From an optimization exercise on the open Yosys and OpenROAD flow, aimed at small area; shortcuts taken in it are not production practice. Function was checked by simulation only, so behaviour that the tests miss may differ from the original. No driver is modelled on the clock port, so clocking that relies on it looks cheaper here than on a real chip. Power and IR drop assume default switching activity.

==> flow/config.mk <==
export PLATFORM = sky130hd
export DESIGN_NAME = xbt_dma
export DESIGN_NICKNAME = xbt_dma
export VERILOG_FILES = /design/flow/design.v
export SDC_FILE = /design/flow/constraint.sdc
export NUM_CORES = 4
export LEC_CHECK = 0
export CAP_MARGIN = 20
export CORE_MARGIN = 2
export CORE_UTILIZATION = 70
export SLEW_MARGIN = 20
==> flow/constraint.sdc <==
create_clock -name core_clock -period 5.0 [get_ports {clk}]
set_input_delay 1.0000 -clock core_clock [delete_from_list [all_inputs] [get_ports {clk}]]
set_output_delay 1.0000 -clock core_clock [all_outputs]
set_load 0.01 [all_outputs]
==> flow/design.v <==
module xbt_dma (
    input  wire        clk,
    input  wire        rst,
    input  wire        reg_we,
    input  wire [1:0]  reg_addr,
    input  wire [7:0]  reg_wdata,
    output reg  [7:0]  reg_rdata,
    output wire        busy,
    output wire        fatal,
    output wire        bus_req,
    output wire        bus_we,
    output wire        bus_io,
    output wire [19:0] bus_addr,
    output wire [7:0]  bus_wdata,
    input  wire        bus_gnt,
    input  wire        bus_rvalid,
    input  wire [7:0]  bus_rdata
);
    localparam [16:0] MAX_ITER = 17'd100000;
    localparam [1:0] OP_COPY = 2'd0,
                     OP_MIX  = 2'd1,
                     OP_SWAP = 2'd2,
                     OP_FILL = 2'd3;
    reg [7:0]  dreg0, dreg1, dreg2;
    reg        busy_r;
    reg        fatal_r;
    reg        opm;         
    reg [4:0]  ph;          
    reg [3:0]  bc;          
    reg        rg;          
    reg [19:0] ar;          
    reg [19:0] r1, r2;
    reg [19:0] rem;         
    reg [19:0] it;          
    reg        c_alu, c_rem, c_it;
    reg [1:0]  op;
    reg [3:0]  mt;
    reg        s_hold, s_dir, s_io;
    reg        t_hold, t_dir, t_io;
    reg [7:0]  a;           
    reg [7:0]  b;           
    assign busy  = busy_r;
    assign fatal = fatal_r;
    wire run = busy_r & ~fatal_r;
    wire is_fill = op == OP_FILL;
    wire is_swap = op == OP_SWAP;
    wire is_mix  = op == OP_MIX;
    wire [3:0] k      = ph[4:1];
    wire       f_clr  = ~opm & (ph == 5'd31);
    wire       f_rd   = ~opm & (ph < 5'd18) & ~ph[0];
    wire       f_self = ~opm & (ph < 5'd18) &  ph[0];
    wire       f_r3   = ~opm & (ph == 5'd18 || ph == 5'd19);
    wire o_rds  = opm & (ph == 5'd0);
    wire o_rdt  = opm & (ph == 5'd2);
    wire o_wrt  = opm & (ph == 5'd3 || ph == 5'd7 || ph == 5'd9);
    wire o_wrs  = opm & (ph == 5'd5);
    wire o_r2   = opm & (ph == 5'd1 || ph == 5'd4 || ph == 5'd6 || ph == 5'd8);
    wire o_self = opm & (ph == 5'd10);
    wire o_r3   = opm & (ph == 5'd11 || ph == 5'd12);
    wire skip  = (o_rdt & ~(is_mix | is_swap)) | (opm & ph == 5'd3 & is_swap);
    wire still = (~opm & ph == 5'd19 & ~is_fill) | (opm & ph == 5'd12 & is_fill);
    wire self  = f_self | o_self;
    wire ring3 = (f_r3 | o_r3) & ~still;
    wire rotph = f_clr | f_self | f_r3 | o_r2 | o_self | o_r3;
    wire acc   = f_rd | o_rds | o_rdt | o_wrt | o_wrs;
    wire bc0   = bc == 4'd0;
    wire last_b = bc == 4'd9;
    wire rot_go   = run & rotph & (bc0 | rg);
    wire wt       = bus_rvalid;    
    wire inc_ph   = f_self & (k == 4'd0) | opm & (ph == 5'd1 || ph == 5'd10);
    wire step_end = opm & ((ph == 5'd4 & ~is_swap) | ph == 5'd8 | ph == 5'd10);
    wire rem_zero = rem[17:2] == 16'd0;
    wire chained  = rem[18];     
    wire guard_hit = it[19];     
    wire src_acc = ph == 5'd0 || ph == 5'd5;
    assign bus_req = run & acc & ~wt & ~skip;
    assign bus_we  = o_wrt | o_wrs;
    assign bus_io  = opm & (src_acc ? s_io : t_io);
    assign bus_addr = ar;     
    wire [3:0] m_eff = o_wrs ? 4'b1010 : is_mix ? mt : 4'b1100;
    genvar gi;
    generate
        for (gi = 0; gi < 8; gi = gi + 1) begin : g_wd
            assign bus_wdata[gi] = a[gi] ? (b[gi] ? m_eff[3] : m_eff[2])
                                         : (b[gi] ? m_eff[1] : m_eff[0]);
        end
    endgenerate
    wire leave_src = ph == 5'd1 || ph == 5'd6;
    wire adv_ok    = ~is_swap | ph[3] | ph[1];
    wire l_hold    = leave_src ? s_hold : t_hold;
    wire l_dir     = leave_src ? s_dir  : t_dir;
    wire o_adv     = (o_r2 | o_self) & adv_ok & ~l_hold;
    wire [1:0] kk  = opm ? {o_adv & l_dir, o_adv & (l_dir | bc0)}
                         : {f_self & bc0 & (k == 4'd8), f_self & bc0};
    wire alu_c0    = c_alu & ~bc0;
    wire alu_s0    = ar[0] ^ kk[0] ^ alu_c0;
    wire alu_c1    = (ar[0] & kk[0]) | (ar[0] & alu_c0) | (kk[0] & alu_c0);
    wire alu_s1    = ar[1] ^ kk[1] ^ alu_c1;
    wire alu_c2    = (ar[1] & kk[1]) | (ar[1] & alu_c1) | (kk[1] & alu_c1);
    wire       l_io    = leave_src ? s_io : t_io;
    wire [1:0] alu_out = {alu_s1, alu_s0} & {2{~((o_r2 | o_self) & l_io & (bc > 4'd5))}};
    wire rem_b0  = c_rem | bc0;
    wire rem_b1  = rem_b0 & ~rem[0];
    wire [1:0] rem_out = {rem[1] ^ rem_b1, rem[0] ^ rem_b0};
    wire it_c0   = c_it | bc0;
    wire it_c1   = it_c0 & it[0];
    wire [1:0] it_out = {it[1] ^ it_c1, it[0] ^ it_c0};
    reg  [1:0] it_init;
    always @(*) begin
        case (bc)
            4'd2, 4'd5: it_init = 2'd2;
            4'd3, 4'd4, 4'd7: it_init = 2'd1;
            4'd6: it_init = 2'd3;
            default: it_init = 2'd0;
        endcase
    end
    wire       w_lo   = ~bc[3] & ~bc[2];
    wire       w_mid  = ~bc[3] &  bc[2];
    wire       w_hi   =  bc[3];
    wire       ins    = rot_go & f_self;
    wire       ins_rem = ins & ((k == 4'd1 & w_lo) | (k == 4'd2 & w_mid) | (k == 4'd0 & bc == 4'd8));
    wire       w_top  = bc > 4'd5;
    wire       ins_r1  = ins & ((k == 4'd3 & w_lo) | (k == 4'd4 & w_mid) | (k == 4'd5 & (w_hi | (w_top & s_io))));
    wire       ins_r2  = ins & ((k == 4'd6 & w_lo) | (k == 4'd7 & w_mid) | (k == 4'd8 & (w_hi | (w_top & t_io))));
    wire [1:0] dig_r1 = b_dig & {2{~(k == 4'd5 & s_io)}};
    wire [1:0] dig_r2 = b_dig & {2{~(k == 4'd8 & t_io)}};
    wire [1:0] b_dig  = bc[1] ? (bc[0] ? b[7:6] : b[5:4]) : (bc[0] ? b[3:2] : b[1:0]);
    wire [1:0] d0_dig = bc[1] ? (bc[0] ? dreg0[7:6] : dreg0[5:4]) : (bc[0] ? dreg0[3:2] : dreg0[1:0]);
    wire ar_en = rot_go & (self | ring3 | o_r2 | f_clr);
    wire r1_mv = rot_go & (o_r2 | ring3);
    wire r2_mv = rot_go & ring3;
    wire start = ~busy_r & reg_we & reg_addr == 2'd0;
    always @(posedge clk) begin
        bc    <= (rst | bc >= 4'd9) ? 4'd0 : bc + 4'd1;
        rg    <= rot_go & ~last_b;
        c_alu <= alu_c2;
        c_rem <= rem_b1 & ~rem[1];
        c_it  <= it_c1 & it[1];
        if (start)
            ar[19:8] <= {dreg2[3:0], dreg1};
        else if (ar_en)
            ar <= {(f_clr & w_lo) ? d0_dig : (self | f_clr) ? alu_out : r1[1:0], ar[19:2]};
        r1  <= {r1_mv ? (o_r2 ? alu_out : r2[1:0]) : ins_r1 ? dig_r1 : r1[1:0], r1[19:2]};
        r2  <= {r2_mv ? alu_out : ins_r2 ? dig_r2 : r2[1:0], r2[19:2]};
        rem <= {(rot_go & opm & inc_ph & ~bc[3]) ? rem_out : ins_rem ? (k == 4'd0 ? {1'b0, b[2]} : b_dig) : rem[1:0], rem[19:2]};
        it  <= {(rot_go & f_clr) ? it_init : (rot_go & inc_ph) ? it_out : it[1:0], it[19:2]};
        if (run & f_rd & wt) begin
            b <= bus_rdata;
            if (k == 4'd0) begin
                op      <= bus_rdata[1:0];
                mt      <= bus_rdata[7:4];
            end
            if (k == 4'd3) a <= bus_rdata;
            if (k == 4'd5) begin
                s_hold <= bus_rdata[4];
                s_dir  <= bus_rdata[6];
                s_io   <= bus_rdata[7];
            end
            if (k == 4'd8) begin
                t_hold <= bus_rdata[4];
                t_dir  <= bus_rdata[6];
                t_io   <= bus_rdata[7];
            end
        end
        if (run & o_rds & wt) a <= bus_rdata;
        if (run & o_rdt & wt) b <= bus_rdata;
    end
    reg adv;
    always @(*) begin
        adv = 1'b0;
        if (rotph) adv = rot_go & last_b;
        else if (skip | wt) adv = 1'b1;
        else if (acc & bus_gnt & bus_we) adv = 1'b1;
    end
    wire guard_at = (step_end & ~rem_zero) | (~opm & ph == 5'd19) | (opm & ph == 5'd12);
    always @(posedge clk) begin
        if (rst) begin
            dreg0   <= 8'd0;
            dreg1   <= 8'd0;
            dreg2   <= 8'd0;
            busy_r  <= 1'b0;
            fatal_r <= 1'b0;
        end else begin
            if (reg_we) begin
                case (reg_addr)
                    2'd0: dreg0 <= reg_wdata;
                    2'd1: dreg1 <= reg_wdata;
                    2'd2: dreg2 <= reg_wdata;
                    default: ;
                endcase
            end
            if (start) begin
                busy_r <= 1'b1;
                opm    <= 1'b0;
                ph     <= 5'd31;
            end else if (run & adv) begin
                if (guard_at & guard_hit) begin
                    fatal_r <= 1'b1;
                end else if (step_end) begin
                    ph <= is_fill ? 5'd9 : 5'd0;
                    if (rem_zero) begin
                        if (chained) ph <= 5'd11;
                        else         busy_r <= 1'b0;
                    end
                end else if (~opm & ph == 5'd19) begin
                    opm <= 1'b1;
                    ph  <= is_fill ? 5'd9 : 5'd0;
                end else if (opm & ph == 5'd12) begin
                    opm <= 1'b0;
                    ph  <= 5'd0;
                end else begin
                    ph <= ph + 5'd1;
                end
            end
        end
    end
    always @(*) begin
        case (reg_addr)
            2'd0:    reg_rdata = dreg0;
            2'd1:    reg_rdata = dreg1;
            2'd2:    reg_rdata = dreg2;
            default: reg_rdata = {busy_r, 7'd0};
        endcase
    end
endmodule
==> flow/flow/run.sh <==
#!/bin/bash
# The standard layout (standard.sh), with three changes:
#  - synthesis maps all the logic with ABC's area-oriented mapper (flow/abc_map.script
#    in place of ORFS's abc_speed.script), adders included (no ADDER_MAP_FILE);
#    every other synthesis step is ORFS's own, so the registers are the standard
#    synthesis's;
#  - the port buffers are buf_1 cells;
#  - the clock tree is built from clkbuf_8 cells, without dummy loads.
# make's output goes to flow_make.log; ORFS keeps each step's log under orfs/logs.
set -euo pipefail
work=$(pwd)
rm -rf "$work/scripts"
cp -r "$FLOW_HOME/scripts" "$work/scripts"
cp "$work/flow/abc_map.script" "$work/scripts/abc_speed.script"
export SCRIPTS_DIR="$work/scripts"
export ADDER_MAP_FILE=
export BUFFER_PORTS_ARGS="-buffer_cell sky130_fd_sc_hd__buf_1"
export CTS_ARGS="-sink_clustering_enable -repair_clock_nets -dont_use_dummy_load -buf_list sky130_fd_sc_hd__clkbuf_8"
bash standard.sh finish > flow_make.log 2>&1
==> flow/flow/abc_map.script <==
strash
dch -f
amap -m -F 4 -A 8
strash
dch -f
amap -m -F 4 -A 8
topo
==> flow/standard.sh <==
#!/bin/bash
# synth_recipe.tcl (not shown) runs the flow's synth.tcl, then flattens the netlist and writes it again
# the make line also repeats each setting of config.mk as NAME=value (left out here)
make -C /OpenROAD-flow-scripts/flow DESIGN_CONFIG=/design/flow/config.mk WORK_HOME=/design/flow/orfs CLKGATE_MAP_FILE= SYNTH_SCRIPT=/design/flow/synth_recipe.tcl "${@:-finish}"
==> summary.txt, run 1 <==
Synthesis
  – Post-synth net total: 594
  – Primary FF master, synth: dfxtp_1
  – Distinct cells, synth: 37
  – Main combinational cell family by area after synthesis: compound AO/OA/AOI/OAI gates
  – Avg Synthesized Cell Area: 10.5 sq um
  – Cell area after synthesis: 0.00600 sq mm
  – Multiplexer share of the synthesized area: 0
  – Register area share after synthesis: 0.651
  – Post-Synthesis Cells: 571
  – Syn. warnings: 1
  – Post-synthesis adder-cell area fraction: 0
  – Asr flop ratio synth: 0
  – Synth Area in Simple Gates: 0.117
  – FF+latch count, synth: 168
  – Compound-Gate Fraction of Synth Area: 0.190
  – Post-synth EDFFs: 54
  – Post-Synth XOR/XNOR Area: 0

Clock tree
  – CTS tree: done
  – CTS resizes: 0
  – Setup bufs post-CTS: 0
  – Clock sinks: 168
  – Clock latency (worst-skew pair): 0.44 ns
  – H-tree depth: 4
  – Hold Buf Count CTS: 0
  – Worst-path clk slew: 0.09 ns
  – CTS Buf Count: 17
  – Root buf cell: clkbuf_8
  – CTS max path bufs: 2

Global routing
  – GR Layer Usage met3: 0.0877
  – Vias in the first global route: 4,659
  – Gr usage total: 0.333
  – Global-route wire length before repair: 22,900 um
  – Met1 usage: 0.422
  – Initial antenna violation count: 0
  – Met2 usage: 0.539
  – Largest net degree at the start of global routing: 25
  – GRT busiest layer: met2
  – Global route overflow: 0

Critical path
  – Worst setup EP type: flip-flop
  – CP Class: flip-flop to flip-flop
  – Crit path DAT: 4.60 ns
  – CP startpoint kind: flip-flop
  – Crit path max fanout: 12
  – WP data required: 5.05 ns

Routing
  – DRT Pass-1 Iters: 9
  – Vias per cell: 6.50
  – Vias: 4,949
  – DRC: 0
  – Drt wl/cell: 19.4 um
  – WL final: 14,700 um
  – Antenna-violating nets left: 0
  – Iteration-0 DRC Markers: 690

Place
  – RePlAce Congestion: 1.07
  – DPL Wire Length: 10,700 um
  – Buffers on Ports: 63

STA
  – Setup TNS Final: 0 ns
  – Min Tclk post-route: 4.55 ns
  – Final Cycle Share: 0.910
  – RSZ-0062 raised after global routing: false
  – Final setup violating endpoints: 0
  – Slew HR: 0.434
  – Fin. max-slew vios: 0
  – Least-Margin Pin Slew: 0.840 ns
  – Fmax: 0.220 GHz
  – Final Skew: 0.0322 ns
  – Final hold vios: 0

Layout
  – Fin nets: 681
  – Diodes inserted: 0
  – Share of layout cells above drive strength 1: 0.0335
  – Final core utilization: 0.804
  – Area Growth Syn to Fin: 10.7%

Die
  – Initial core utilization: 0.727
  – Die X: 96.6 um
  – Core area: 0.00826 sq mm
  – Die area: 0.00933 sq mm
  – Rows: 33
  – Die height: 96.6 um
  – Top Ports: 64

Power
  – IR drop worst, VDD: 0.000269 V
  – Pleak: 2.28 nW
  – Pwr/cell area: 338 mW/mm^2

Flow run
  – Max Cap Violations: 0

Worst hold path
  – Hold Crit Class: flip-flop to flip-flop

Status
  – Status: finished clean
==> cell usage in the layout, fill, tap and decap left out, types with 2 or more instances in the layout <==
master | netlist | layout
o32ai_1 | 4 | 4
o221ai_1 | 11 | 11
o21a_1 | 3 | 3
dfxtp_1 | 114 | 114
o21bai_1 | 2 | 2
a221oi_1 | 2 | 2
nor3_1 | 10 | 10
o21ai_0 | 41 | 40
a21oi_1 | 24 | 24
a22oi_1 | 21 | 21
nor2b_1 | 2 | 2
nand3_1 | 6 | 6
o22ai_1 | 23 | 23
o22a_1 | 2 | 2
o32a_1 | 2 | 2
nor2_1 | 99 | 99
o31ai_1 | 2 | 2
buf_1 | 0 | 63
or3_1 | 4 | 4
edfxtp_1 | 54 | 54
nand2_1 | 30 | 30
and2_0 | 2 | 2
or2_0 | 4 | 4
clkinv_1 | 68 | 68
nand4_1 | 3 | 3
a211oi_1 | 4 | 4
nor4_1 | 5 | 5
o211ai_1 | 3 | 3
a222oi_1 | 9 | 9
a22o_1 | 9 | 9
buf_4 | 0 | 5
clkbuf_8 | 0 | 17
==> registers in the layout, indices dropped and copies added (netlist names), 2 cells and up <==
signal  flops
dreg1       8
rem        20
dreg2       8
r1         20
r2         20
mt          4
ar         20
a           8
dreg0       8
bc          4
ph          5
it         20
b           8
op          2
==> where the power goes <==
group          switching (W)  internal, W  total, W
clock network       0.000396     0.000300  0.000696
logic              0.0000810    0.0000330  0.000114
registers          0.0000128      0.00142   0.00143
total               0.000490      0.00175   0.00224
==> layer usage <==
| metal | vias up | part of all wire |
|---|---|---|
| met5 | - | 0 |
| met4 | 0 | 0.041 |
| met3 | 86 | 0.094 |
| met2 | 356 | 0.48 |
| met1 | 2266 | 0.39 |
| li1 | 2241 | - |
==> final timing paths <==
kind	depth (start not counted)	slack, ns	startpoint	to
hold reg to reg	0	0.31	it[12]$_DFF_P_	it[10]$_DFF_P_
hold / removal	0	0.31	it[12]$_DFF_P_	it[10]$_DFF_P_
setup / recovery	14	0.45	ph[3]$_SDFFCE_PP1P_	ar[14]$_DFFE_PP_
setup reg to reg	14	0.45	ph[3]$_SDFFCE_PP1P_	ar[14]$_DFFE_PP_
==> final cells by class <==
class / instances / area (sq um)
multi-input cells: 335 / 1840
well taps: 105 / 131
flip-flops and latches: 168 / 3900
repair buffers: 68 / 274
clock buffers: 17 / 234
inverters: 68 / 255
fillers: 548 / 1620
==> kinds of logic (layout without fill, tap and decap cells) <==
family | after synthesis | after routing
compound gates | 168 | 168
simple gates | 167 | 167
flops | 168 | 168
buf+inv | 68 | 153
==> worst max-delay path: stages (launching register included) <==
cell	delay [ns]
edfxtp_1	0.49
clkinv_1	0.17
nand3_1	0.10
nor2_1	0.28
clkinv_1	0.19
o22ai_1	0.40
o21ai_0	0.36
nand3_1	0.24
o211ai_1	0.25
a2111oi_0	0.46
buf_4	0.21
nor2_1	0.08
o21ai_0	0.08
buf_4	0.22
or2_0	0.63
==> Yosys cell counts, types with 3 or more instances <==
library cell | number | area [sq um]
o22ai_1 | 23 | 144
or2_0 | 4 | 25.0
nor4_1 | 5 | 31.3
or3_1 | 4 | 25.0
o32ai_1 | 4 | 35.0
dfxtp_1 | 114 | 2280
o211ai_1 | 3 | 22.5
o221ai_1 | 11 | 96.3
a222oi_1 | 9 | 90.1
nor3_1 | 10 | 50.1
edfxtp_1 | 54 | 1620
nand2_1 | 30 | 113
clkinv_1 | 68 | 255
nand3_1 | 6 | 30.0
a22o_1 | 9 | 78.8
nor2_1 | 99 | 372
o21a_1 | 3 | 22.5
nand4_1 | 3 | 18.8
o21ai_0 | 41 | 205
a21oi_1 | 24 | 120
a22oi_1 | 21 | 158
a211oi_1 | 4 | 30.0
==> per-stage QoR <==
stage	total power (W)	hold slack (ns)	cells	area (sq um)	worst slack, ns
global route	0.00231	0.315	761	6640	0.0516
detailed placement	0.00157	0.313	744	6410	0.609
floorplan	0.00153	0.310	571	6000	0.800
finish	0.00224	0.311	761	6640	0.448
CTS	0.00225	0.318	761	6640	0.581
global placement	0.00157	0.312	744	6410	0.804
==> inputs of run 2 (changes only) <==
--- a/flow/flow/run.sh
+++ b/flow/flow/run.sh
@@ -7,3 +7,5 @@
 #  - the port buffers are buf_1 cells;
-#  - the clock tree is built from clkbuf_8 cells, without dummy loads.
+#  - the clock tree is built from clkbuf_8 cells, without dummy loads, and then
+#    its leaf buffers become clkbuf_4 where the clock slew stays low
+#    (flow/cts_down.tcl, log in cts_down.log).
 # make's output goes to flow_make.log; ORFS keeps each step's log under orfs/logs.
@@ -18,2 +20,7 @@
 export CTS_ARGS="-sink_clustering_enable -repair_clock_nets -dont_use_dummy_load -buf_list sky130_fd_sc_hd__clkbuf_8"
+bash standard.sh cts > flow_make_cts.log 2>&1
+RESULTS="$work/orfs/results/sky130hd/xbt_dma/base" \
+LIB="$FLOW_HOME/platforms/sky130hd/lib/sky130_fd_sc_hd__tt_025C_1v80.lib" \
+SETRC="$FLOW_HOME/platforms/sky130hd/setRC.tcl" \
+  openroad -no_init -exit "$work/flow/cts_down.tcl" > cts_down.log 2>&1
 bash standard.sh finish > flow_make.log 2>&1
==> flow/flow/cts_down.tcl (new file) <==
set results $::env(RESULTS)
read_liberty $::env(LIB)
read_db $results/4_cts.odb
read_sdc $results/4_cts.sdc
source $::env(SETRC)
set_propagated_clock [all_clocks]
estimate_parasitics -placement

proc max_clk_slew {} {
  set m 0
  foreach pin [get_pins -hierarchical */CLK] {
    set s [get_property $pin slew_max]
    if {$s > $m} { set m $s }
  }
  return $m
}

set big   [get_lib_cells sky130_fd_sc_hd__clkbuf_8]
set small [get_lib_cells sky130_fd_sc_hd__clkbuf_4]
set limit 0.110
puts "clock slew before: [max_clk_slew]"
foreach inst [get_cells *] {
  if {[get_property $inst ref_name] != "sky130_fd_sc_hd__clkbuf_8"} { continue }
  # skip the root: its input is the clock port's net
  set in_net [get_nets -of_objects [get_pins -of_objects $inst -filter "direction == input"]]
  if {[get_property $in_net name] == "clk"} { continue }
  replace_cell $inst $small
  estimate_parasitics -placement
  set s [max_clk_slew]
  if {$s > $limit} {
    replace_cell $inst $big
    estimate_parasitics -placement
    puts "kept [get_property $inst full_name] ($s)"
  } else {
    puts "downsized [get_property $inst full_name] ($s)"
  }
}
puts "clock slew after: [max_clk_slew]"
report_design_area
check_placement
write_db $results/4_cts.odb
==> run 2 against run 1 <==
  * Still clean
  * Sequential power is essentially flat
  * Power shrank 3.3%
  * Clock-buffer cell count is the same
  * Clock skew shrank 0.0062 ns
  * Wire length grew 0.31%
  * Cell count is the same
  * Combinational power is essentially flat
  * Synthesized area is the same
  * Clock power shrank 11%
  * Register-to-register slack is essentially flat
  * Sequential share of layout area grew 0.45 points
  * First-iteration DRC count grew 0.14%
  * Critical endpoint unchanged
  * Largest cell class unchanged
  * Highest routed layer unchanged
==> summary.txt, run 2 <==
Die
  – Die height: 96.6 um (unchanged)
  – Rows: 33 (unchanged)
  – Top Ports: 64 (unchanged)
  – Initial core utilization: 0.727 (unchanged)
  – Die X: 96.6 um (unchanged)
  – Core area: 0.00826 sq mm (unchanged)
  – Die area: 0.00933 sq mm (unchanged)

Synthesis
  – Area leader, netlist: dfxtp_1 (unchanged)
  – Cell area after synthesis: 0.00600 sq mm (unchanged)
  – Syn. warnings: 1 (unchanged)
  – Distinct cells, synth: 37 (unchanged)
  – Avg Synthesized Cell Area: 10.5 sq um (unchanged)
  – Asr flop ratio synth: 0 (unchanged)
  – Primary FF master, synth: dfxtp_1 (unchanged)
  – Count leader, synth: dfxtp_1 (unchanged)
  – Top post-synthesis cells by count: 114 x dfxtp_1, 99 x nor2_1, 68 x clkinv_1 (unchanged)
  – Register area share after synthesis: 0.651 (unchanged)
  – Post-Synthesis Cells: 571 (unchanged)
  – Post-synth net total: 594 (unchanged)
  – Synth top area share: 0.380 (unchanged)
  – Post-synth EDFFs: 54 (unchanged)
  – Largest cells by area after synthesis: dfxtp_1 38%, edfxtp_1 27%, nor2_1 6.2%, clkinv_1 4.3%, o21ai_0 3.4% (unchanged)
  – FF+latch count, synth: 168 (unchanged)

Global routing
  – Largest net degree at the start of global routing: 25 (unchanged)
  – Vias in the first global route: 4,656 (was 4,659)
  – Global-route wire length before repair: 22,900 um (unchanged)
  – Gr usage total: 0.333 (unchanged)
  – Global route overflow: 0 (unchanged)
  – Initial antenna violation count: 0 (unchanged)

Layout
  – Area Growth Syn to Fin: 9.82% (was 10.7%)
  – Most common cell after layout, fill and taps aside: dfxtp_1 (unchanged)
  – Share of layout cells above drive strength 1: 0.0335 (unchanged)
  – Sequential Area: 0.00390 sq mm (unchanged)
  – Fin nets: 681 (unchanged)
  – Most frequent cells in the layout: 114 x dfxtp_1, 99 x nor2_1, 68 x clkinv_1, 63 x buf_1, 54 x edfxtp_1 (unchanged)
  – Diodes inserted: 0 (unchanged)
  – Fill cell count: 556 (was 548)
  – Multi-input gate area: 0.00184 sq mm (unchanged)

Routing
  – Iteration-0 DRC Markers: 691 (was 690)
  – DRT Pass-1 Iters: 8 (was 9)
  – Vias per cell: 6.53 (was 6.50)
  – Vias: 4,969 (was 4,949)
  – Antenna-violating nets left: 0 (unchanged)
  – Drt wl/cell: 19.4 um (about the same)
  – WL final: 14,800 um (was 14,700 um)
  – DRC: 0 (unchanged)

STA
  – Least-Margin Pin Slew: 0.838 ns (was 0.840 ns)
  – Fin. max-slew vios: 0 (unchanged)
  – Fmax: 0.220 GHz (about the same)
  – RSZ-0062 raised after global routing: false (unchanged)
  – Slew HR: 0.436 (was 0.434)
  – Final Skew: 0.0260 ns (was 0.0322 ns)
  – Setup TNS Final: 0 ns (unchanged)
  – Final hold vios: 0 (unchanged)
  – Final Cycle Share: 0.909 (was 0.910)
  – Final setup violating endpoints: 0 (unchanged)
  – Worst Hold Margin: 0.314 ns (was 0.311 ns)
  – Min Tclk post-route: 4.55 ns (about the same)

Place
  – Buffers on Ports: 63 (unchanged)
  – DPL Wire Length: 10,700 um (unchanged)
  – RePlAce Congestion: 1.07 (unchanged)

Worst hold path
  – Hold path start: r2[10]$_DFF_P_ (was it[12]$_DFF_P_)
  – Hold-critical path endpoint: r2[8]$_DFF_P_ (was it[10]$_DFF_P_)
  – Hold Crit Class: flip-flop to flip-flop (unchanged)
  – Worst hold path depth: 0 (unchanged)

Critical path
  – WP data required: 5.05 ns (about the same)
  – Crit path DAT: 4.60 ns (about the same)
  – Worst setup EP type: flip-flop (unchanged)
  – Reg2Reg Setup Slack: 0.45 ns (about the same)
  – Crit path max fanout: 12 (unchanged)
  – CP startpoint kind: flip-flop (unchanged)
  – Reg-to-reg endpoint: ar[14]$_DFFE_PP_ (unchanged)
  – CP Class: flip-flop to flip-flop (unchanged)
  – Worst Reg-to-Reg Cells: 14 (unchanged)
  – Worst r2r src: ph[2]$_SDFFCE_PP1P_ (was ph[3]$_SDFFCE_PP1P_)

Status
  – Status: finished clean (unchanged)

Clock tree
  – Clock latency (worst-skew pair): 0.43 ns (was 0.44 ns)
  – Worst-path clk slew: 0.09 ns (about the same)
  – Setup bufs post-CTS: 0 (unchanged)
  – CTS max path bufs: 2 (unchanged)
  – Hold Buf Count CTS: 0 (unchanged)
  – Clock sinks: 168 (unchanged)
  – CTS resizes: 0 (unchanged)
  – CTS tree: done (unchanged)
  – H-tree depth: 4 (unchanged)
  – Root buf cell: clkbuf_8 (unchanged)
  – CTS Buf Count: 17 (unchanged)

Power
  – IR drop worst, VDD: 0.000243 V (was 0.000269 V)
  – Pwr/cell area: 329 mW/mm^2 (was 338 mW/mm^2)
  – Pleak: 2.25 nW (was 2.28 nW)

Flow run
  – Max Cap Violations: 0 (unchanged)
==> run 2: cell counts after synthesis <==
No cell type changed its count.
==> run 2: cell families (layout without fill, tap and decap cells) <==
group           Yosys count  after routing  synth area share
compound gates          168            168             0.190
flops                   168            168             0.651
simple gates            167            167             0.117
buf+inv                  68            153            0.0425
==> run 2: how the worst max path moves through the flow <==
stage	to	startpoint	slack, ns
after global placement	ar[10]$_DFFE_PP_	ph[2]$_SDFFCE_PP1P_	0.80
final	ar[14]$_DFFE_PP_	ph[2]$_SDFFCE_PP1P_	0.45
after floorplan	ar[10]$_DFFE_PP_	ph[2]$_SDFFCE_PP1P_	0.80
after global routing	ar[14]$_DFFE_PP_	ph[2]$_SDFFCE_PP1P_	0.06
after detailed placement	ar[8]$_DFFE_PP_	ph[2]$_SDFFCE_PP1P_	0.61
after CTS	ar[14]$_DFFE_PP_	ph[2]$_SDFFCE_PP1P_	0.58
==> run 2: final cells by class <==
type                       count  share of cell area
sequential                   168               0.592
timing repair buffer          68              0.0416
inverter                      68              0.0387
multi-input combinational    335               0.279
clock buffer                  17              0.0279
tap                          105              0.0199
==> run 2: worst max-delay path: stages, from the launching register on <==
cell	delay (ns)
edfxtp_1	0.50
clkinv_1	0.17
nand3_1	0.11
nor2_1	0.28
clkinv_1	0.18
o22ai_1	0.39
o21ai_0	0.35
nand3_1	0.23
o211ai_1	0.25
a2111oi_0	0.46
buf_4	0.21
nor2_1	0.08
o21ai_0	0.08
buf_4	0.22
or2_0	0.64
==> run 2: power by group <==
| part | internal, W | switching [W] |
|---|---|---|
| sequential | 0.00142 | 0.0000131 |
| clock | 0.000235 | 0.000387 |
| combinational | 0.0000330 | 0.0000809 |
| total | 0.00169 | 0.000481 |
==> run 2: metrics by stage <==
| step | area, sq um | power (W) | std cells | utilization | setup slack, ns |
|---|---|---|---|---|---|
| after floorplan | 6000 | 0.00153 | 571 | - | 0.800 |
| after detailed placement | 6410 | 0.00157 | 744 | 0.776 | 0.609 |
| after global routing | 6590 | 0.00223 | 761 | 0.798 | 0.0575 |
| final | 6590 | 0.00217 | 761 | 0.798 | 0.454 |
| after CTS | 6640 | 0.00225 | 761 | 0.804 | 0.581 |
| after global placement | 6410 | 0.00157 | 744 | 0.776 | 0.804 |
==> run 2: routing by layer <==
layer | routed length (um) | global-route usage
met5 | 0 | 0
met4 | 575 | 0.148
met3 | 1340 | 0.0877
met2 | 7120 | 0.539
met1 | 5750 | 0.423
==> inputs of run 3 (changes only) <==
==> flow/flow/run.sh (replaced) <==
#!/bin/bash
# The standard layout (standard.sh), with these changes:
#  - synthesis maps all the logic with ABC's area-oriented mapper, adders included
#    (no ADDER_MAP_FILE). It runs twice, with flow/abc_map.script and with
#    flow/abc_deep.script (which first restructures the logic with &deepsyn) in
#    place of ORFS's abc_speed.script, and the smaller netlist is laid out
#    (synth_choice.log). Every other synthesis step is ORFS's own, so the
#    registers are the standard synthesis's;
#  - the port buffers are buf_1 cells;
#  - the clock tree is built from clkbuf_8 cells, without dummy loads, and then
#    its leaf buffers become clkbuf_4 where the clock slew stays low
#    (flow/cts_down.tcl, log in cts_down.log).
# make's output goes to flow_make*.log; ORFS keeps each step's log under orfs/logs.
set -euo pipefail
work=$(pwd)

scripts_with() {
  rm -rf "$1"
  cp -r "$FLOW_HOME/scripts" "$1"
  cp "$2" "$1/abc_speed.script"
}
synth_area() {
  grep "Chip area" "$1/reports/sky130hd/xbt_dma/base/synth_stat.txt" | awk '{print $NF}'
}

export ADDER_MAP_FILE=
export BUFFER_PORTS_ARGS="-buffer_cell sky130_fd_sc_hd__buf_1"
export CTS_ARGS="-sink_clustering_enable -repair_clock_nets -dont_use_dummy_load -buf_list sky130_fd_sc_hd__clkbuf_8"

scripts_with "$work/scripts_map" "$work/flow/abc_map.script"
scripts_with "$work/scripts_deep" "$work/flow/abc_deep.script"
SCRIPTS_DIR="$work/scripts_deep" bash standard.sh synth > flow_make_synth_deep.log 2>&1
rm -rf "$work/orfs_deep"
mv "$work/orfs" "$work/orfs_deep"
SCRIPTS_DIR="$work/scripts_map" bash standard.sh synth > flow_make_synth_map.log 2>&1
a_map=$(synth_area "$work/orfs")
a_deep=$(synth_area "$work/orfs_deep")
if awk -v m="$a_map" -v d="$a_deep" 'BEGIN { exit !(d < m) }'; then
  rm -rf "$work/orfs"
  mv "$work/orfs_deep" "$work/orfs"
  chosen=deep
else
  rm -rf "$work/orfs_deep"
  chosen=map
fi
echo "synthesis area: abc_map $a_map, abc_deep $a_deep; laid out: $chosen" > synth_choice.log
export SCRIPTS_DIR="$work/scripts_$chosen"

bash standard.sh cts > flow_make_cts.log 2>&1
RESULTS="$work/orfs/results/sky130hd/xbt_dma/base" \
LIB="$FLOW_HOME/platforms/sky130hd/lib/sky130_fd_sc_hd__tt_025C_1v80.lib" \
SETRC="$FLOW_HOME/platforms/sky130hd/setRC.tcl" \
  openroad -no_init -exit "$work/flow/cts_down.tcl" > cts_down.log 2>&1
bash standard.sh finish > flow_make.log 2>&1
==> flow/flow/abc_deep.script (new file) <==
strash
&get -n
&deepsyn -T 20
&put
dch -f
amap -m -F 4 -A 8
strash
dch -f
amap -m -F 4 -A 8
topo
==> run 3 against run 2 <==
  * Fmax rose by 9.3%
  * Power barely moved
  * Sequential power barely moved
  * Clock-buffer cell count did not move
  * Setup slack improved by 0.39 ns
  * Clock power fell by 2%
  * Critical path depth did not move
  * Global-route usage rose by 1.4 points
  * Clock skew rose by 0.0039 ns
  * Final area fell by 1.6%
==> summary.txt, run 3 <==
Routing
  – Iteration-0 DRC Markers: 554 (was 691)
  – Antenna-violating nets left: 0 (unchanged)
  – WL final: 15,300 um (was 14,800 um)
  – Vias per cell: 6.32 (was 6.53)
  – DRT Pass-1 Iters: 5 (was 8)
  – Vias: 4,847 (was 4,969)
  – Drt wl/cell: 20.0 um (was 19.4 um)
  – DRC: 0 (unchanged)

Clock tree
  – Root buf cell: clkbuf_8 (unchanged)
  – CTS resizes: 0 (unchanged)
  – CTS max path bufs: 2 (unchanged)
  – H-tree depth: 4 (unchanged)
  – CTS Buf Count: 17 (unchanged)
  – Setup bufs post-CTS: 0 (unchanged)
  – Clock latency (worst-skew pair): 0.42 ns (was 0.43 ns)
  – Hold Buf Count CTS: 0 (unchanged)
  – CTS tree: done (unchanged)
  – Clock sinks: 168 (unchanged)
  – Worst-path clk slew: 0.10 ns (was 0.09 ns)

Synthesis
  – Avg Synthesized Cell Area: 10.2 sq um (was 10.5 sq um)
  – Top post-synthesis cells by count: 114 x dfxtp_1, 81 x clkinv_1, 79 x nor2_1 (was 114 x dfxtp_1, 99 x nor2_1, 68 x clkinv_1)
  – Post-synth net total: 601 (was 594)
  – Largest cells by area after synthesis: dfxtp_1 39%, edfxtp_1 27%, clkinv_1 5.1%, nor2_1 5.0%, o21ai_0 4.7% (was dfxtp_1 38%, edfxtp_1 27%, nor2_1 6.2%, clkinv_1 4.3%, o21ai_0 3.4%)
  – Syn. warnings: 1 (unchanged)
  – Cell area after synthesis: 0.00591 sq mm (was 0.00600 sq mm)
  – Asr flop ratio synth: 0 (unchanged)
  – FF+latch count, synth: 168 (unchanged)
  – Register area share after synthesis: 0.660 (was 0.651)
  – Distinct cells, synth: 39 (was 37)
  – Area leader, netlist: dfxtp_1 (unchanged)
  – Post-Synthesis Cells: 578 (was 571)
  – Synth top area share: 0.386 (was 0.380)
  – Post-synth EDFFs: 54 (unchanged)
  – Primary FF master, synth: dfxtp_1 (unchanged)
  – Count leader, synth: dfxtp_1 (unchanged)

Power
  – Pwr/cell area: 335 mW/mm^2 (was 329 mW/mm^2)
  – IR drop worst, VDD: 0.000192 V (was 0.000243 V)
  – Pleak: 2.23 nW (was 2.25 nW)

Critical path
  – Reg2Reg Setup Slack: 0.84 ns (was 0.45 ns)
  – Crit path DAT: 4.31 ns (was 4.60 ns)
  – Start point of the critical path: ph[2]$_SDFFCE_PP1P_ (unchanged)
  – Worst setup EP type: flip-flop (unchanged)
  – Worst Reg-to-Reg Cells: 14 (unchanged)
  – Crit path max fanout: 7 (was 12)
  – WP data required: 5.15 ns (was 5.05 ns)
  – Worst r2r src: ph[2]$_SDFFCE_PP1P_ (unchanged)
  – Reg-to-reg endpoint: ar[19]$_DFFE_PP_ (was ar[14]$_DFFE_PP_)
  – CP startpoint kind: flip-flop (unchanged)
  – CP Class: flip-flop to flip-flop (unchanged)

Place
  – Buffers on Ports: 63 (unchanged)
  – RePlAce Congestion: 0.974 (was 1.07)
  – Placed Cells: 750 (was 744)
  – DPL Wire Length: 11,200 um (was 10,700 um)

STA
  – Setup TNS Final: 0 ns (unchanged)
  – Slew HR: 0.456 (was 0.436)
  – Final hold vios: 0 (unchanged)
  – Final setup violating endpoints: 0 (unchanged)
  – Fmax: 0.240 GHz (was 0.220 GHz)
  – Least-Margin Pin Slew: 0.807 ns (was 0.838 ns)
  – RSZ-0062 raised after global routing: false (unchanged)
  – Fin. max-slew vios: 0 (unchanged)
  – Final Cycle Share: 0.832 (was 0.909)
  – Min Tclk post-route: 4.16 ns (was 4.55 ns)
  – Final Skew: 0.0299 ns (was 0.0260 ns)

Layout
  – Most frequent cells in the layout: 114 x dfxtp_1, 81 x clkinv_1, 79 x nor2_1, 63 x buf_1, 55 x o21ai_0 (was 114 x dfxtp_1, 99 x nor2_1, 68 x clkinv_1, 63 x buf_1, 54 x edfxtp_1)
  – Fin nets: 687 (was 681)
  – Final Non-Filler Cells: 767 (was 761)
  – Most common cell after layout, fill and taps aside: dfxtp_1 (unchanged)
  – Area Growth Syn to Fin: 9.63% (was 9.82%)
  – Diodes inserted: 0 (unchanged)
  – Share of layout cells above drive strength 1: 0.0317 (was 0.0335)
  – Fill cell count: 499 (was 556)

Die
  – Die X: 95.9 um (was 96.6 um)
  – Die area: 0.00920 sq mm (was 0.00933 sq mm)
  – Initial core utilization: 0.720 (was 0.727)
  – Core area: 0.00822 sq mm (was 0.00826 sq mm)
  – Die height: 95.9 um (was 96.6 um)
  – Top Ports: 64 (unchanged)
  – Rows: 33 (unchanged)

Global routing
  – Largest net degree at the start of global routing: 26 (was 25)
  – Vias in the first global route: 4,575 (was 4,656)
  – Global route overflow: 0 (unchanged)
  – Initial antenna violation count: 0 (unchanged)
  – Gr usage total: 0.347 (was 0.333)
  – Global-route wire length before repair: 23,200 um (was 22,900 um)

Worst hold path
  – Hold path start: r1[17]$_DFF_P_ (was r2[10]$_DFF_P_)
  – Hold Crit Class: flip-flop to flip-flop (unchanged)
  – Worst hold path depth: 0 (unchanged)
  – Hold-critical path endpoint: r1[15]$_DFF_P_ (was r2[8]$_DFF_P_)

Flow run
  – Max Cap Violations: 0 (unchanged)

Status
  – Status: finished clean (unchanged)
-- run 3: cell types whose count changed after synthesis, moves of 9 or more --
cell      before  now
nor2_1        99   79
a22oi_1       21    7
nand2_1       30   52
o21ai_0       41   55
clkinv_1      68   81
a22o_1         9    0
-- run 3: final cells by class --
cell class,instances,area [sq um],share of cell area
Clock buffer,17,171,0.0264
Inverter,81,304,0.0469
Multi-Input combinational cell,329,1710,0.263
Sequential cell,168,3900,0.602
Tap cell,105,131,0.0203
Timing Repair Buffer,67,267,0.0411
-- run 3: worst max-delay path: stages (launching register included) --
cell and delay, ns:
edfxtp_1 0.49, nor2_1 0.26, clkinv_1 0.12, nor2_1 0.23, clkinv_1 0.12, nor2_1 0.21
o21ai_0 0.27, a2111oi_0 0.60, a211oi_1 0.10, o31ai_1 0.36, o21ai_0 0.23, o22a_1 0.26
o211ai_1 0.28, nor2_1 0.08, o32a_1 0.29
-- run 3: cells by family (layout without fill, tap and decap cells) --
logic type,Yosys count,count (layout),share of synthesized area
AOI/OAI and AO/OA,154,154,0.164
buffers and inverters,81,165,0.0514
DFF,168,168,0.660
muxes,1,1,0.00169
and+or+nand+nor,174,174,0.123
-- run 3: stage by stage --
| step | total power (W) | utilization | hold WS (ns) | instance area [sq um] | worst slack (ns) |
|---|---|---|---|---|---|
| 2_1_floorplan | 0.00154 | - | 0.310 | 5910 | 1.68 |
| 3_3_place_gp | 0.00158 | 0.768 | 0.311 | 6310 | 1.16 |
| 3_5_place_dp | 0.00159 | 0.768 | 0.312 | 6310 | 1.03 |
| 4_1_cts | 0.00226 | 0.797 | 0.314 | 6550 | 0.998 |
| 5_1_grt | 0.00223 | 0.789 | 0.323 | 6480 | 0.617 |
| 6_report | 0.00217 | 0.789 | 0.307 | 6480 | 0.842 |
-- run 3: report_power, final --
| part | internal, W | switching, W | total [W] | leakage (nW) |
|---|---|---|---|---|
| registers | 0.00143 | 0.0000157 | 0.00145 | 1.41 |
| logic | 0.0000316 | 0.0000850 | 0.000117 | 0.727 |
| clock network | 0.000218 | 0.000389 | 0.000607 | 0.0963 |
-- run 3: per-layer routing --
layer	vias to the layer above	part of all wire	global-route usage
met4	0	0.028	0.117
met3	56	0.096	0.0861
met1	2252	0.38	0.435
met2	340	0.50	0.588
met5	-	0	0
li1	2199	-	-
-- run 3: worst max path at each step --
stage / end / cells past startpoint
2_1_floorplan: ar[19]$_DFFE_PP_ / 14
3_5_place_dp: ar[19]$_DFFE_PP_ / 14
5_1_grt: ar[19]$_DFFE_PP_ / 14
3_3_place_gp: ar[19]$_DFFE_PP_ / 14
4_1_cts: ar[19]$_DFFE_PP_ / 14
6_report: ar[19]$_DFFE_PP_ / 14
==> inputs of run 4 (changes only) <==
==> flow/flow/run.sh (replaced) <==
#!/bin/bash
# The standard layout (standard.sh), with these changes:
#  - synthesis maps all the logic with ABC's area-oriented mapper (amap), adders
#    included (no ADDER_MAP_FILE). It runs once for each ABC script flow/abc_*.script
#    (used in place of ORFS's abc_speed.script; they differ in how they restructure
#    the logic before mapping), and the smallest netlist is laid out (see
#    synth_choice.log). Every other synthesis step is ORFS's own, so the registers
#    are the standard synthesis's;
#  - the port buffers are buf_1 cells;
#  - the clock tree is built from clkbuf_8 cells, without dummy loads, and then
#    its leaf buffers become clkbuf_4 where the clock slew stays low
#    (flow/cts_down.tcl, log in cts_down.log).
# make's output goes to flow_make*.log; ORFS keeps each step's log under orfs/logs.
set -euo pipefail
work=$(pwd)

synth_area() {
  grep "Chip area" "$1/reports/sky130hd/xbt_dma/base/synth_stat.txt" | awk '{print $NF}'
}

export ADDER_MAP_FILE=
export BUFFER_PORTS_ARGS="-buffer_cell sky130_fd_sc_hd__buf_1"
export CTS_ARGS="-sink_clustering_enable -repair_clock_nets -dont_use_dummy_load -buf_list sky130_fd_sc_hd__clkbuf_8"

best=""
best_area=""
: > synth_choice.log
for script in "$work"/flow/abc_*.script; do
  name=$(basename "$script" .script)
  rm -rf "$work/scripts_$name" "$work/orfs"
  cp -r "$FLOW_HOME/scripts" "$work/scripts_$name"
  cp "$script" "$work/scripts_$name/abc_speed.script"
  SCRIPTS_DIR="$work/scripts_$name" bash standard.sh synth > "flow_make_synth_$name.log" 2>&1
  area=$(synth_area "$work/orfs")
  echo "synthesis area with $name: $area" >> synth_choice.log
  if [[ -z "$best" ]] || awk -v a="$area" -v b="$best_area" 'BEGIN { exit !(a < b) }'; then
    rm -rf "$work/orfs_best"
    mv "$work/orfs" "$work/orfs_best"
    best=$name
    best_area=$area
  fi
done
rm -rf "$work/orfs"
mv "$work/orfs_best" "$work/orfs"
echo "laid out: $best" >> synth_choice.log
export SCRIPTS_DIR="$work/scripts_$best"

bash standard.sh cts > flow_make_cts.log 2>&1
RESULTS="$work/orfs/results/sky130hd/xbt_dma/base" \
LIB="$FLOW_HOME/platforms/sky130hd/lib/sky130_fd_sc_hd__tt_025C_1v80.lib" \
SETRC="$FLOW_HOME/platforms/sky130hd/setRC.tcl" \
  openroad -no_init -exit "$work/flow/cts_down.tcl" > cts_down.log 2>&1
bash standard.sh finish > flow_make.log 2>&1
==> flow/flow/abc_a.script (new file) <==
strash
balance -l
resub -K 6 -l
rewrite -l
resub -K 6 -N 2 -l
refactor -l
resub -K 8 -l
balance -l
resub -K 8 -N 2 -l
rewrite -l
resub -K 10 -l
rewrite -z -l
resub -K 10 -N 2 -l
balance -l
resub -K 12 -l
refactor -z -l
resub -K 12 -N 2 -l
rewrite -z -l
balance -l
balance -l
resub -K 6 -l
rewrite -l
resub -K 6 -N 2 -l
refactor -l
resub -K 8 -l
balance -l
resub -K 8 -N 2 -l
rewrite -l
resub -K 10 -l
rewrite -z -l
resub -K 10 -N 2 -l
balance -l
resub -K 12 -l
refactor -z -l
resub -K 12 -N 2 -l
rewrite -z -l
balance -l
dch -f
amap -m -F 4 -A 8
strash
dch -f
amap -m -F 4 -A 8
topo
==> flow/flow/abc_b.script (new file) <==
strash
&get -n
&deepsyn -T 20
&put
dch -f
amap -m -F 4 -A 8
strash
dch -f
amap -m -F 4 -A 8
topo
==> flow/flow/abc_c.script (new file) <==
strash
balance -l
resub -K 6 -l
rewrite -l
resub -K 6 -N 2 -l
refactor -l
resub -K 8 -l
balance -l
resub -K 8 -N 2 -l
rewrite -l
resub -K 10 -l
rewrite -z -l
resub -K 10 -N 2 -l
balance -l
resub -K 12 -l
refactor -z -l
resub -K 12 -N 2 -l
rewrite -z -l
balance -l
balance -l
resub -K 6 -l
rewrite -l
resub -K 6 -N 2 -l
refactor -l
resub -K 8 -l
balance -l
resub -K 8 -N 2 -l
rewrite -l
resub -K 10 -l
rewrite -z -l
resub -K 10 -N 2 -l
balance -l
resub -K 12 -l
refactor -z -l
resub -K 12 -N 2 -l
rewrite -z -l
balance -l
&get -n
&deepsyn -T 20
&put
dch -f
amap -m -F 4 -A 8
strash
dch -f
amap -m -F 4 -A 8
topo
removed: flow/flow/abc_deep.script
removed: flow/flow/abc_map.script
==> run 4 against run 3 <==
  * Still clean on timing, DRC and antenna
  * Die area decreased by 0.66%
  * Non-clock buffer count decreased by 4
  * Setup slack improved by 0.11 ns
  * Synthesized cell count decreased by 1.7%
  * Clock-buffer cell count unchanged
  * Register-to-register slack improved by 0.11 ns
  * Via count decreased by 1.1%
  * Largest power group unchanged
==> summary.txt, run 4 <==
Global routing
  – Initial antenna violation count: 0 (unchanged)
  – Gr usage total: 0.336 (was 0.347)
  – Global-route wire length before repair: 22,500 um (was 23,200 um)
  – Largest net degree at the start of global routing: 26 (unchanged)
  – Global route overflow: 0 (unchanged)
  – Vias in the first global route: 4,420 (was 4,575)

Critical path
  – Cell family with most CP delay: compound AO/OA/AOI/OAI gates (unchanged)
  – Crit path max fanout: 10 (was 7)
  – CP Class: flip-flop to flip-flop (unchanged)
  – CP cell instances: clkinv_1 -> nand2_1 -> clkinv_1 -> nor2_1 -> clkinv_1 -> a221oi_1 -> o221ai_1 -> o31ai_1 -> o22ai_1 -> nand2_1 -> o21ai_0 -> o21ai_0 -> o221ai_1 (was nor2_1 -> clkinv_1 -> nor2_1 -> clkinv_1 -> nor2_1 -> o21ai_0 -> a2111oi_0 -> a211oi_1 -> o31ai_1 -> o21ai_0 -> o22a_1 -> o211ai_1 -> nor2_1 -> o32a_1)
  – Crit path DAT: 4.21 ns (was 4.31 ns)
  – Largest stage delay on the critical path: 0.55 ns (was 0.60 ns)
  – Cell mode on critical path: clkinv_1 (was nor2_1)
  – Buffer and inverter count on the worst path: 3 (was 2)
  – CP startpoint kind: flip-flop (unchanged)
  – WP data required: 5.17 ns (was 5.15 ns)
  – Slowest CP cell: edfxtp_1 (was a2111oi_0)
  – Worst setup EP type: flip-flop (unchanged)

Synthesis
  – Synth top area share: 0.388 (was 0.386)
  – Count leader, synth: dfxtp_1 (unchanged)
  – Post-synth net total: 591 (was 601)
  – Avg Synthesized Cell Area: 10.3 sq um (was 10.2 sq um)
  – Area leader, netlist: dfxtp_1 (unchanged)
  – Register area share after synthesis: 0.665 (was 0.660)
  – Asr flop ratio synth: 0 (unchanged)
  – Distinct cells, synth: 32 (was 39)
  – Cell area after synthesis: 0.00587 sq mm (was 0.00591 sq mm)
  – Post-synth EDFFs: 54 (unchanged)
  – Post-Synthesis Cells: 568 (was 578)
  – Top post-synthesis cells by count: 114 x dfxtp_1, 77 x clkinv_1, 76 x nor2_1 (was 114 x dfxtp_1, 81 x clkinv_1, 79 x nor2_1)
  – FF+latch count, synth: 168 (unchanged)
  – Largest cells by area after synthesis: dfxtp_1 39%, edfxtp_1 28%, clkinv_1 4.9%, nor2_1 4.9%, o21ai_0 4.4% (was dfxtp_1 39%, edfxtp_1 27%, clkinv_1 5.1%, nor2_1 5.0%, o21ai_0 4.7%)
  – Primary FF master, synth: dfxtp_1 (unchanged)
  – Syn. warnings: 1 (unchanged)

Die
  – Die area: 0.00914 sq mm (was 0.00920 sq mm)
  – Initial core utilization: 0.719 (was 0.720)
  – Die height: 95.6 um (was 95.9 um)
  – Die X: 95.6 um (was 95.9 um)
  – Top Ports: 64 (unchanged)
  – Rows: 33 (unchanged)
  – Core area: 0.00818 sq mm (was 0.00822 sq mm)

STA
  – Min Tclk post-route: 4.04 ns (was 4.16 ns)
  – Final Cycle Share: 0.809 (was 0.832)
  – RSZ-0062 raised after global routing: false (unchanged)
  – Final Skew: 0.0355 ns (was 0.0299 ns)
  – Fin. max-slew vios: 0 (unchanged)
  – Setup TNS Final: 0 ns (unchanged)
  – Least-Margin Pin Slew: 0.882 ns (was 0.807 ns)
  – Fmax: 0.247 GHz (was 0.240 GHz)
  – Final setup violating endpoints: 0 (unchanged)
  – Final hold vios: 0 (unchanged)
  – Slew HR: 0.407 (was 0.456)

Power
  – Share of power burned in the clock network: 0.287 (was 0.280)
  – P_sw: 0.000496 W (was 0.000489 W)
  – Sw Ratio: 0.227 (was 0.226)
  – Pleak: 2.18 nW (was 2.23 nW)
  – Combinational Power Share: 0.053 (was 0.054)
  – Pwr/cell area: 340 mW/mm^2 (was 335 mW/mm^2)
  – Int Pwr: 0.00169 W (was 0.00168 W)
  – Flop pwr share: 0.661 (was 0.666)
  – IR drop worst, VDD: 0.000274 V (was 0.000192 V)

Routing
  – DRC: 0 (unchanged)
  – DRT Pass-1 Iters: 6 (was 5)
  – M1 wire length: 5790 um (was 5760 um)
  – Vias: 4,792 (was 4,847)
  – WL met2: 6970 um (was 7680 um)
  – WL final: 14,600 um (was 15,300 um)
  – Met3 routed WL: 1420 um (was 1470 um)
  – Vias per cell: 6.36 (was 6.32)
  – Antenna-violating nets left: 0 (unchanged)
  – DR top layer: met4 (unchanged)
  – Iteration-0 DRC Markers: 526 (was 554)
  – Drt wl/cell: 19.4 um (was 20.0 um)

Clock tree
  – Clock sinks: 168 (unchanged)
  – CTS resizes: 0 (unchanged)
  – CTS max path bufs: 2 (unchanged)
  – H-tree depth: 4 (unchanged)
  – CTS Buf Count: 17 (unchanged)
  – Root buf cell: clkbuf_8 (unchanged)
  – Setup bufs post-CTS: 0 (unchanged)
  – Clock latency (worst-skew pair): 0.44 ns (was 0.42 ns)
  – CTS tree: done (unchanged)
  – Hold Buf Count CTS: 0 (unchanged)
  – Worst-path clk slew: 0.11 ns (was 0.10 ns)

Place
  – Placed cell areas: 0.00624 sq mm (was 0.00631 sq mm)
  – Placed Cells: 736 (was 750)
  – DPL Wire Length: 10,900 um (was 11,200 um)
  – RePlAce Congestion: 1.03 (was 0.974)
  – Buffers on Ports: 63 (unchanged)

Layout
  – Final Non-Filler Cells: 753 (was 767)
  – Most frequent cells in the layout: 114 x dfxtp_1, 77 x clkinv_1, 76 x nor2_1, 63 x buf_1, 54 x edfxtp_1 (was 114 x dfxtp_1, 81 x clkinv_1, 79 x nor2_1, 63 x buf_1, 55 x o21ai_0)
  – Diodes inserted: 0 (unchanged)
  – Most common cell after layout, fill and taps aside: dfxtp_1 (unchanged)
  – Area Growth Syn to Fin: 9.39% (was 9.63%)
  – Share of layout cells above drive strength 1: 0.0278 (was 0.0317)
  – Finished Cell Area: 0.00643 sq mm (was 0.00648 sq mm)
  – Fin nets: 673 (was 687)
  – Final core utilization: 0.786 (was 0.789)

Status
  – Status: finished clean (unchanged)

Worst hold path
  – Hold Crit Class: flip-flop to flip-flop (unchanged)

Flow run
  – Max Cap Violations: 0 (unchanged)
## run 4: cell types whose count changed in the layout (fill, tap and decap cells not counted), sizes merged, moves of 4 or more
cell    previous run  this run
a21oi             19        24
buf               67        63
clkinv            81        77
o22ai             27        35
## run 4: cell type report
type,count,area (sq um)
clock buffer,17,178
fill,540,1750
inverter,77,289
multi-input combinational,323,1690
sequential,168,3900
tap,105,131
timing repair buffer,63,236
## run 4: path summary, 6_finish.rpt
check	depth (start not counted)	slack, ns	endpoint	start
max reg2reg	13	0.96	ar[19]$_DFFE_PP_	ph[3]$_SDFFCE_PP1P_
max	13	0.96	ar[19]$_DFFE_PP_	ph[3]$_SDFFCE_PP1P_
min reg2reg	0	0.31	it[11]$_DFF_P_	it[13]$_DFF_P_
min	0	0.31	it[11]$_DFF_P_	it[13]$_DFF_P_
## run 4: through the flow
| stage | setup WS, ns | power, W | hold WS, ns |
|---|---|---|---|
| after floorplan | 1.90 | 0.00154 | 0.310 |
| after global placement | 1.34 | 0.00158 | 0.310 |
| after detailed placement | 1.05 | 0.00158 | 0.312 |
| after CTS | 0.827 | 0.00226 | 0.301 |
| after global routing | 0.817 | 0.00224 | 0.315 |
| final | 0.956 | 0.00218 | 0.307 |
## run 4: per-layer routing
layer  track usage  vias up
met5             0        -
met4         0.149        0
met3        0.0885       55
met2         0.531      341
met1         0.438     2212
li1              -     2184
## run 4: cells by family (layout without fill, tap and decap cells)
group | Yosys count | after routing | synth area share
and+or+nand+nor | 167 | 167 | 0.121
AOI/OAI and AO/OA | 156 | 156 | 0.166
DFF | 168 | 168 | 0.665
buffers and inverters | 77 | 157 | 0.0492
## run 4: worst register-to-register path, stage by stage, from the launching register on
cell and delay [ns]:
edfxtp_1 0.55, clkinv_1 0.23, nand2_1 0.16, clkinv_1 0.12, nor2_1 0.31, clkinv_1 0.23
a221oi_1 0.55, o221ai_1 0.31, o31ai_1 0.18, o22ai_1 0.19, nand2_1 0.11, o21ai_0 0.14
o21ai_0 0.52, o221ai_1 0.21
## run 4: power by group through the flow
stage | registers [W] | clock network [W] | logic [W]
floorplan | 0.00147 | 0 | 0.0000662
global placement | 0.00147 | 0 | 0.000107
detailed placement | 0.00147 | 0 | 0.000110
CTS | 0.00144 | 0.000711 | 0.000111
global route | 0.00144 | 0.000674 | 0.000125
finish | 0.00144 | 0.000626 | 0.000115
==> inputs of run 5 (changes only) <==
==> flow/flow/abc_d.script (new file) <==
strash
&get -n
&deepsyn -T 20 -S 1
&put
dch -f
amap -m -F 4 -A 8
strash
dch -f
amap -m -F 4 -A 8
topo
==> flow/flow/abc_e.script (new file) <==
strash
&get -n
&deepsyn -T 20 -S 2
&put
dch -f
amap -m -F 4 -A 8
strash
dch -f
amap -m -F 4 -A 8
topo
==> flow/flow/abc_f.script (new file) <==
strash
&get -n
&deepsyn -T 20 -S 3
&put
dch -f
amap -m -F 4 -A 8
strash
dch -f
amap -m -F 4 -A 8
topo
==> run 5 against run 4 <==
  * Largest power group unchanged
  * Synthesized cell count decreased by 0.53%
  * Fmax decreased by 13%
  * Sequential share of layout area decreased by 0.33 points
  * Clock skew decreased by 0.0087 ns
  * Highest routed layer unchanged
  * Global-route usage about the same
  * Final area increased by 0.55%
==> summary.txt, run 5 <==
Die
  – Die area: 0.00917 sq mm (was 0.00914 sq mm)
  – Top Ports: 64 (unchanged)
  – Initial core utilization: 0.721 (was 0.719)
  – Core area: 0.00818 sq mm (unchanged)
  – Rows: 33 (unchanged)
  – Die height: 95.8 um (was 95.6 um)
  – Die X: 95.8 um (was 95.6 um)

Routing
  – Vias per cell: 6.42 (was 6.36)
  – Drt wl/cell: 19.6 um (was 19.4 um)
  – Vias: 4,838 (was 4,792)
  – WL final: 14,800 um (was 14,600 um)
  – DRT Pass-1 Iters: 5 (was 6)
  – Antenna-violating nets left: 0 (unchanged)
  – DRC: 0 (unchanged)
  – Iteration-0 DRC Markers: 453 (was 526)

Synthesis
  – Area leader, netlist: dfxtp_1 (unchanged)
  – Post-synthesis adder-cell area fraction: 0 (unchanged)
  – Compound-Gate Fraction of Synth Area: 0.168 (was 0.166)
  – Distinct cells, synth: 34 (was 32)
  – Post-synth net total: 588 (was 591)
  – Largest cells by area after synthesis: dfxtp_1 39%, edfxtp_1 28%, clkinv_1 5.7%, o21ai_0 4.6%, o22ai_1 4.5% (was dfxtp_1 39%, edfxtp_1 28%, clkinv_1 4.9%, nor2_1 4.9%, o21ai_0 4.4%)
  – Post-Synth XOR/XNOR Area: 0 (unchanged)
  – Avg Synthesized Cell Area: 10.4 sq um (was 10.3 sq um)
  – Syn. warnings: 1 (unchanged)
  – Register area share after synthesis: 0.662 (was 0.665)
  – Top post-synthesis cells by count: 114 x dfxtp_1, 89 x clkinv_1, 61 x nor2_1 (was 114 x dfxtp_1, 77 x clkinv_1, 76 x nor2_1)
  – Post-synth EDFFs: 54 (unchanged)
  – Main combinational cell family by area after synthesis: compound AO/OA/AOI/OAI gates (unchanged)
  – Primary FF master, synth: dfxtp_1 (unchanged)
  – Synth top area share: 0.387 (was 0.388)
  – Multiplexer share of the synthesized area: 0 (unchanged)
  – Synth Area in Simple Gates: 0.113 (was 0.121)
  – FF+latch count, synth: 168 (unchanged)
  – Asr flop ratio synth: 0 (unchanged)
  – Count leader, synth: dfxtp_1 (unchanged)
  – Post-Synthesis Cells: 565 (was 568)
  – Cell area after synthesis: 0.00589 sq mm (was 0.00587 sq mm)

Layout
  – Final Non-Filler Cells: 753 (unchanged)
  – Fill cell count: 525 (was 540)
  – Most frequent cells in the layout: 114 x dfxtp_1, 89 x clkinv_1, 63 x buf_1, 61 x nor2_1 (was 114 x dfxtp_1, 77 x clkinv_1, 76 x nor2_1, 63 x buf_1, 54 x edfxtp_1)
  – Share of layout cells above drive strength 1: 0.0309 (was 0.0278)
  – Diodes inserted: 0 (unchanged)
  – Multi-input gate area: 0.00166 sq mm (was 0.00169 sq mm)
  – Most common cell after layout, fill and taps aside: dfxtp_1 (unchanged)
  – Fin nets: 673 (unchanged)
  – Sequential Area: 0.00390 sq mm (unchanged)
  – Area Growth Syn to Fin: 9.64% (was 9.39%)

STA
  – Least-Margin Pin Slew: 1.22 ns (was 0.882 ns)
  – Min Tclk post-route: 4.65 ns (was 4.04 ns)
  – Final Skew: 0.0268 ns (was 0.0355 ns)
  – Final hold vios: 0 (unchanged)
  – Final Cycle Share: 0.930 (was 0.809)
  – RSZ-0062 raised after global routing: false (unchanged)
  – Fmax: 0.215 GHz (was 0.247 GHz)
  – Fin. max-slew vios: 0 (unchanged)
  – Setup TNS Final: 0 ns (unchanged)
  – Final setup violating endpoints: 0 (unchanged)
  – Slew HR: 0.168 (was 0.407)

Worst hold path
  – Worst hold path depth: 0 (unchanged)
  – Hold Crit Class: flip-flop to flip-flop (unchanged)

Critical path
  – Crit path max fanout: 12 (was 10)
  – Buffer and inverter count on the worst path: 4 (was 3)
  – Worst Reg-to-Reg Cells: 10 (was 13)
  – Largest stage delay on the critical path: 1.10 ns (was 0.55 ns)
  – CP Class: flip-flop to flip-flop (unchanged)
  – CP cell instances: nor2_1 -> clkinv_1 -> nor3_1 -> buf_4 -> o21ai_0 -> a2111oi_0 -> clkinv_1 -> o21ai_0 -> buf_4 -> or2_0 (was clkinv_1 -> nand2_1 -> clkinv_1 -> nor2_1 -> clkinv_1 -> a221oi_1 -> o221ai_1 -> o31ai_1 -> o22ai_1 -> nand2_1 -> o21ai_0 -> o21ai_0 -> o221ai_1)
  – CP startpoint kind: flip-flop (unchanged)
  – Critical path depth: 10 (was 13)
  – Cell family with most CP delay: compound AO/OA/AOI/OAI gates (unchanged)
  – Crit path DAT: 4.68 ns (was 4.21 ns)
  – Slowest CP cell: a2111oi_0 (was edfxtp_1)
  – Worst setup EP type: flip-flop (unchanged)
  – WP data required: 5.03 ns (was 5.17 ns)

Power
  – Combinational Power Share: 0.054 (was 0.053)
  – Int Pwr: 0.00169 W (about the same)
  – Pleak: 2.18 nW (about the same)
  – Sw Ratio: 0.223 (was 0.227)
  – Pwr/cell area: 337 mW/mm^2 (was 340 mW/mm^2)
  – Share of power burned in the clock network: 0.282 (was 0.287)
  – IR drop worst, VDD: 0.000315 V (was 0.000274 V)
  – Flop pwr share: 0.664 (was 0.661)
  – P_sw: 0.000487 W (was 0.000496 W)

Place
  – RePlAce Congestion: 0.987 (was 1.03)
  – Placed Cells: 736 (unchanged)
  – DPL Wire Length: 10,800 um (was 10,900 um)
  – Buffers on Ports: 63 (unchanged)

Clock tree
  – Setup bufs post-CTS: 0 (unchanged)
  – Worst-path clk slew: 0.10 ns (was 0.11 ns)
  – CTS resizes: 0 (unchanged)
  – Clock latency (worst-skew pair): 0.42 ns (was 0.44 ns)
  – CTS max path bufs: 2 (unchanged)
  – CTS Buf Count: 17 (unchanged)
  – Hold Buf Count CTS: 0 (unchanged)
  – H-tree depth: 4 (unchanged)
  – Clock sinks: 168 (unchanged)
  – CTS tree: done (unchanged)
  – Root buf cell: clkbuf_8 (unchanged)

Global routing
  – Global route overflow: 0 (unchanged)
  – Gr usage total: 0.336 (about the same)
  – Vias in the first global route: 4,628 (was 4,420)
  – Largest net degree at the start of global routing: 26 (unchanged)
  – Initial antenna violation count: 0 (unchanged)
  – Global-route wire length before repair: 22,700 um (was 22,500 um)

Flow run
  – Max Cap Violations: 0 (unchanged)

Status
  – Status: finished clean (unchanged)
run 5: cell type report:
cell class / instances / share of cell area
clock buffer: 17 / 0.0275
inverter: 89 / 0.0517
multi-input combinational: 308 / 0.256
sequential: 168 / 0.604
tap: 105 / 0.0203
timing repair buffer: 66 / 0.0401
run 5: cells by family after synthesis:
kind of cell,Yosys count
flops,168
compound gates,156
simple gates,152
buf+inv,89
run 5: final timing paths:
check                                 startpoint               end  slack [ns]
worst max-delay path            bc[0]$_SDFF_PP0_  ar[11]$_DFFE_PP_        0.35
worst min-delay path              r2[11]$_DFF_P_     r2[9]$_DFF_P_        0.32
worst max register to register  bc[0]$_SDFF_PP0_  ar[11]$_DFFE_PP_        0.35
worst min register to register    r2[11]$_DFF_P_     r2[9]$_DFF_P_        0.32
run 5: power by group through the flow:
stage	Combinational [W]	Clock [W]	Sequential (W)
after CTS	0.000114	0.000702	0.00145
final	0.000118	0.000614	0.00145
after floorplan	0.0000682	0	0.00148
after global placement	0.000109	0	0.00148
after global routing	0.000129	0.000663	0.00145
after detailed placement	0.000113	0	0.00148
run 5: metrics by stage:
stage / total power [W] / instance area (sq um) / utilization / hold WS [ns] / worst slack, ns
5_1_grt: 0.00224 / 6460 / 0.790 / 0.320 / 0.0354
3_5_place_dp: 0.00159 / 6280 / 0.769 / 0.312 / 0.630
2_1_floorplan: 0.00154 / 5890 / - / 0.310 / 1.34
4_1_cts: 0.00226 / 6520 / 0.797 / 0.301 / 0.526
6_report: 0.00218 / 6460 / 0.790 / 0.316 / 0.349
3_3_place_gp: 0.00159 / 6280 / 0.769 / 0.311 / 0.789
run 5: per-layer routing:
| layer | share of wire | track usage |
|---|---|---|
| met1 | 0.38 | 0.422 |
| met2 | 0.50 | 0.564 |
| met3 | 0.092 | 0.0713 |
| met4 | 0.034 | 0.149 |
| met5 | 0 | 0 |

==> re-timing with driven ports <==
The flow's constraints put no driver on any port. The routed layouts listed below were extracted and timed again, unchanged, in two steps. Step 1 (the two cells are an assumption about what drives the block):
set clk [get_ports {clk}]
set_driving_cell -lib_cell sky130_fd_sc_hd__clkbuf_16 $clk
set_driving_cell -lib_cell sky130_fd_sc_hd__buf_2 [delete_from_list [all_inputs] $clk]
Step 2 moves the port delays by t, midway between the first and last clock arrival at a register: inputs arrive t later, outputs are due t later. That takes back most of the time a late clock gives input paths. Slacks: no drivers / after step 1 / after step 2; pairs: no drivers / after step 1.
| run | t, ns | setup WS [ns] | worst setup path at the end | latest minus earliest clock arrival (ns) |
|---|---|---|---|---|
| run 1 | 0.463 | 0.448 / 0.448 / 0.448 | register to register | 0.033 / 0.033 |
| run 2 | 0.451 | 0.454 / 0.454 / 0.454 | register to register | 0.027 / 0.027 |
| run 3 | 0.443 | 0.842 / 0.842 / 0.842 | register to register | 0.030 / 0.030 |
| run 4 | 0.457 | 0.956 / 0.956 / 0.956 | register to register | 0.036 / 0.036 |
| run 5 | 0.440 | 0.349 / 0.349 / 0.349 | register to register | 0.027 / 0.027 |
After both steps setup and hold are still met in every run listed.
